Source: an optimization exercise on an open RTL-to-GDS flow (aim: small area). Production flows keep margins and buffers that such runs may drop.
Function was checked by simulation only, so behaviour that the tests miss may differ from the original.
The flow treats the clock pin as an ideal source. Dropping or thinning the clock tree relies on that and would not hold on a real chip.
Power and IR drop assume default switching activity.

// ufa_top
module ufa_top (
  input             clk,
  input             rst,
  input             in_valid,
  output            in_ready,
  input      [1:0]  in_op,
  input      [7:0]  in_data,
  input      [31:0] in_now,
  output            out_valid,
  input             out_ready,
  output     [1:0]  out_kind,
  output     [31:0] out_data
);
export LEC_CHECK = 0
export CAP_MARGIN = 20
export CORE_MARGIN = 2
export CORE_UTILIZATION = 40
export SLEW_MARGIN = 20
create_clock -name core_clock -period 10.0 [get_ports {clk}]
standard.sh (not shown) runs the stock make flow with config.mk's settings and CLKGATE_MAP_FILE= SYNTH_SCRIPT=/design/flow/synth_recipe.tcl, a recipe that flattens the netlist after the stock synthesis.
==> flow/flow/run.sh <==
#!/bin/bash
# Own layout flow: the standard flow (standard.sh) with
#  1. the standard synthesis, then its combinational logic re-mapped by ABC with
#     area-oriented scripts (every register cell, name and type is kept: the
#     registers are blackboxes to ABC); several runs of ABC's &deepsyn run in
#     parallel, in three rounds, and the smallest netlist is kept;
#  2. ports buffered with buf_1 (still one buffer per port);
#  3. a hand-built two-level clock tree (flow/manual_cts.tcl) instead of
#     TritonCTS.
# Each tool writes its full output to a log of its own in this folder.
set -euo pipefail
HERE=$(pwd)
PLAT=$FLOW_HOME/platforms/$FLOW_PLATFORM
LIB=$PLAT/lib/sky130_fd_sc_hd__tt_025C_1v80.lib
RES=$HERE/orfs/results/$FLOW_PLATFORM/ufa_top/base
VARS=("BUFFER_PORTS_ARGS=-buffer_cell sky130_fd_sc_hd__buf_1"
      "PRE_CTS_TCL=$HERE/flow/manual_cts.tcl")

# 1. standard synthesis up to the Yosys netlist
bash standard.sh "${VARS[@]}" "$RES/1_2_yosys.v" > log_1_synth.log 2>&1

# 2. re-map the combinational logic
python3 flow/genmodels.py "$LIB" cells_models.v > log_2_models.log 2>&1
DU=$(sed -n '/DONT_USE_CELLS/,/^$/p' $PLAT/config.mk | grep -o 'sky130_fd_sc_hd__[a-z0-9_]*' | sed 's/^/-dont_use /' | tr '\n' ' ')
cp "$RES/1_2_yosys.v" resyn_r0.v

# resyn IN OUT TAG ABC-LINES...: one ABC run on the combinational logic of IN
resyn() {
  local in=$1 out=$2 tag=$3; shift 3
  printf '%s\n' "$@" > "abc_$tag.script"
  cat > "resyn_$tag.ys" <<EOS
read_verilog cells_models.v
read_verilog $in
hierarchy -top $FLOW_TOP
flatten
techmap
opt -fast
opt_clean
abc -script $HERE/abc_$tag.script -liberty $LIB $DU
opt_clean -purge
splitnets
hilomap -singleton -hicell sky130_fd_sc_hd__conb_1 HI -locell sky130_fd_sc_hd__conb_1 LO
insbuf -buf sky130_fd_sc_hd__buf_1 A X
opt_clean -purge
rename -hide w:*.*
write_verilog -noattr -nohex -nodec $out
tee -q -o stat_$tag.txt stat -liberty $LIB
EOS
  yosys -s "resyn_$tag.ys" > "log_2_resyn_$tag.log" 2>&1 || true
}
area_of() { grep -h 'Chip area' "stat_$1.txt" 2>/dev/null | awk '{print $NF}' || true; }

# three rounds of four &deepsyn runs (two seeds, with and without two-input
# LUTs): rounds 1 and 2 start from the standard netlist, round 3 from the
# smallest netlist so far; the smallest netlist of all is kept
best_in=resyn_r0.v; best_a=""
for round in 1 2 3; do
  start=resyn_r0.v
  [[ $round == 3 ]] && start=$best_in
  tags=()
  for seed in 1 2; do
    for lut in n t; do
      s=$(( (round - 1) * 2 + seed ))
      tag=r${round}s${s}$lut
      tags+=($tag)
      opt=""; [[ $lut == t ]] && opt="-t"
      resyn $start resyn_$tag.v $tag strash ifraig dc2 '&get -n' '&st' \
        "&deepsyn -T 60 -S $s $opt" '&dch -f' '&nf -a -R 1000' '&put' topo &
    done
  done
  wait
  for tag in "${tags[@]}"; do
    a=$(area_of $tag)
    [[ -n "$a" && -s resyn_$tag.v ]] || continue
    if [[ -z "$best_a" ]] || awk -v a="$a" -v b="$best_a" 'BEGIN{exit !(a < b)}'; then
      best_in=resyn_$tag.v; best_a=$a
    fi
  done
  echo "after round $round: $best_in ($best_a)" >> resyn_choice.log
done
cp $best_in 1_2_yosys_resyn.v
cp 1_2_yosys_resyn.v "$RES/1_2_yosys.v"
rm -f "$RES/1_synth.odb" "$RES/1_synth.sdc"

# 3. the rest of the standard flow
bash standard.sh "${VARS[@]}" finish > log_3_layout.log 2>&1
Other scripts of this flow, unchanged in this note and not shown: flow/flow/genmodels.py, flow/flow/manual_cts.tcl
The starting point finished with timing, DRC and antenna clean.
Edit:
--- a/flow/design.v
+++ b/flow/design.v
@@ -19,19 +19,21 @@
   localparam [3:0] E_STATUS = 4'd1, E_LOCK = 4'd2, E_LOW_BAT = 4'd3,
                    E_DISCOVERY = 4'd4, E_SETTING = 4'd5, E_UNKNOWN = 4'd6;
   localparam [2:0] LS_PIN = 3'd0, LS_NFC = 3'd1, LS_USER = 3'd2, LS_SELF = 3'd3,
                    LS_TIMEOUT = 3'd4, LS_JAM = 3'd5;
   localparam [1:0] S_IDLE = 2'd0, S_DIAG = 2'd1, S_EVT = 2'd2, S_TX = 2'd3;
   localparam [1:0] F_LOCK = 2'd0, F_ACK = 2'd1, F_DISC = 2'd2, F_POLL = 2'd3;
   localparam [31:0] T_FRAME = 32'd10;
   localparam [31:0] T_POLL  = 32'd1800000;
   reg [5:0]  rx_len;
-  reg [7:0]  h_cmd, h_len;
+  reg [7:0]  h_cmd;
+  reg [7:0]  h_len;          
+  reg        f_size;         
   reg [7:0]  h_ss;
   reg        bad_src;        
   reg [7:0]  h_p;            
   reg        p_ov, p_90;     
   reg [7:0]  x_prev;         
   reg [7:0]  b_last;         
   reg [31:0] lbt;            
   reg [31:0] lp;             
   reg        lp_zero;        
@@ -56,19 +58,20 @@
   wire [2:0] db = {1'b0, nb} - {1'b0, rb} - {2'b0, bb & ~first};
   wire ga0 = (da[0] != ka[0]) ? da[0] : (ga & ~first);
   wire ga1 = (da[1] != ka[1]) ? da[1] : ga0;
   wire gb0 = (db[0] != kb[0]) ? db[0] : (gb & ~first);
   wire gb1 = (db[1] != kb[1]) ? db[1] : gb0;
   wire [5:0] n = rx_len;
   wire ovf        = (n == 6'd0);           
   wire chk_short  = n < 6'd5;
   wire chk_sum    = f_sum;
-  wire chk_size   = {3'd0, n} != ({1'b0, h_len} + 9'd5);
+  wire chk_size   = f_size;
+  wire [5:0] n5   = n - 6'd5;      
   wire c11 = (h_cmd == 8'h11);
   wire c30 = (h_cmd == 8'h30);
   wire c33 = (h_cmd == 8'h33);
   wire c37 = (h_cmd == 8'h37);
   wire c44 = (h_cmd == 8'h44);
   wire cot = ~(c11 | c30 | c33 | c37 | c44);
   wire src_ok_now = (h_ss == 8'hB0) || (h_ss == 8'hB1 && c11);   
   wire chk_src_ok = ~bad_src;
   wire frame_ok   = !chk_short && !chk_sum && !chk_size && chk_src_ok;
@@ -163,38 +166,38 @@
     o_data[7] = o_slot;
     o_data[15:8]  = ({8{o_ovf}} & 8'd40)
                   | ({8{o_short | o_size}} & {2'd0, n})
                   | ({8{o_sum | o_src}} & h_ss)
                   | ({8{o_usub & ~len0 | o_slot}} & h_p)
                   | ({8{o_unkany}} & h_cmd);
     o_data[16] = o_lock & (q15 | q18 | q19 | q1B | qpin | qnfc);
     o_data[17] = o_lock & (q15 | q18 | q1B);
     o_data[23:16] = o_data[23:16]
-                  | ({8{o_size}} & h_len)
-                  | ({8{o_sum | o_src}} & h_cmd)
+                  | ({8{o_sum | o_src | o_size}} & h_cmd)
                   | ({8{o_unkany}} & h_ss);
-    o_data[31:24] = {8{o_unkany}} & h_len;
+    o_data[31:24] = {2'd0, {6{o_unkany}} & n5};
     if (o_tx) o_data[7:0] = tx_byte;
   end
   wire       o_valid = (sd & k[0] & d_v) | (se & e_v) | sx;
   wire [1:0] o_kind  = sd ? K_DIAG : se ? K_EVENT : (wake ? K_WAKE : K_TX);
   assign out_valid = o_valid;
   assign out_kind  = o_kind;
   assign out_data  = o_data;
   wire out_fire = o_valid & out_ready;
   wire idle     = (st == S_IDLE);
   wire last_ph  = (ph == 4'd15);
   wire vnow = first ? (in_valid & idle) : armed;
   wire can     = (ph[2:0] == 3'd7);    
   wire ph_ld   = (ph[3] ^ (ph[2:0] == 3'd7)) & ~last_ph;
   wire feed_ld = armed & ph_ld & (in_op == OP_FEED);
   wire [7:0] in_rot = {in_data[0], in_data[7:1]};    
   wire ib      = in_rot[ph[2:0]];
+  wire [7:0] n5_rot = {n5[0], 2'd0, n5[5:1]};        
   wire tick_wait = (in_op == OP_TICK) & pf & ~lpl;
   assign in_ready = idle & last_ph & armed & ~tick_wait;
   wire acc = in_valid & in_ready;
   wire fd       = (n != 6'd0) & ga1;
   wire fvalid   = fd & frame_ok;
   wire disc_new = discovered | fvalid;
   wire pf       = disc_new & ((fvalid & (h_cmd == 8'h44)) | gb1);
   wire acc_feed = acc & (in_op == OP_FEED);
   wire acc_tick = acc & (in_op == OP_TICK);
@@ -209,27 +212,30 @@
     if (first) armed <= in_valid & idle;
     b_last <= {feed_ld ? ib : b_last[0], b_last[7:1]};
     x_prev <= {feed_ld ? (x_prev[0] ^ b_last[0]) & (rx_len != 6'd0) : x_prev[0],
                x_prev[7:1]};
     if (ph_ld & idle) f_sum <= ((ph == 4'd7) ? 1'b0 : f_sum) | (x_prev[0] ^ b_last[0]);
     if (sd & ~k[0] & can & ~chk_short & chk_sum) begin
       h_ss  <= x_prev;
       h_cmd <= b_last;
     end
+    if (sd & ~k[0] & can & ~chk_short & ~chk_sum & chk_size)
+      h_cmd <= h_len;
+    h_len <= {(feed_ld & (rx_len == 6'd3)) ? ib : h_len[0], h_len[7:1]};
+    if (ph_ld & idle) f_size <= ((ph == 4'd7) ? 1'b0 : f_size) | (h_len[0] ^ n5_rot[ph[2:0]]);
     if (acc_feed) begin
       case (rx_len)
         6'd0: h_cmd <= in_data;
         6'd1: h_ss <= in_data;
         6'd2: begin
           bad_src <= ~src_ok_now;
           if (src_ok_now) h_ss <= in_data;
         end
-        6'd3: h_len <= in_data;
         6'd4: begin
           h_p  <= in_data;
           p_ov <= 1'b0;
         end
         6'd5: if (h_p == 8'h13 || h_p == 8'h90) begin
           h_p  <= in_data;
           p_ov <= 1'b1;
           p_90 <= h_p[7];
         end
Outcome: Via count is lower by 3.3%. Total power is higher by 4.2%. Worst setup slack improved by 0.15 ns. Die area is lower by 2.0%. Sequential cell count is higher by 1. Global-route usage is higher by 0.80 points. Sequential share of layout area is higher by 0.28 points. Fmax is higher by 2.1%. Cell area is lower by 2.2%. Cell count is lower by 3.1%. Routed wire length is lower by 0.43%. First-iteration DRC count is lower by 13%. Clock skew is lower by 0.0053 ns. Core utilization is lower by 0.66 points.
In every run of this note, the design's own scripts or RTL, not TritonCTS, make the clock network.

## what the ideal ports hide
The flow's constraints put no driver on any port. The routed layouts listed below were extracted and timed again, unchanged, in two steps.
Step 1, drivers: a clkbuf_16 drives clk and a buf_2 each remaining input, both assumed.
Step 2 also shifts input and output timing later by t, the mid clock arrival at the registers, as if the neighbouring blocks saw the same clock.
a / b / c = ideal / step 1 / step 2; a / b = the first two.
run | shift t [ns] | setup slack, ns | worst register clock-pin slew, ns | cell pins on the clock port's net
the first run | 0.432 | 2.900 / 2.878 / 2.878 | 0.10 / 0.10 | 1
the second run | 0.429 | 3.049 / 3.027 / 3.027 | 0.10 / 0.10 | 1
After both steps setup and hold are still met in every run listed.
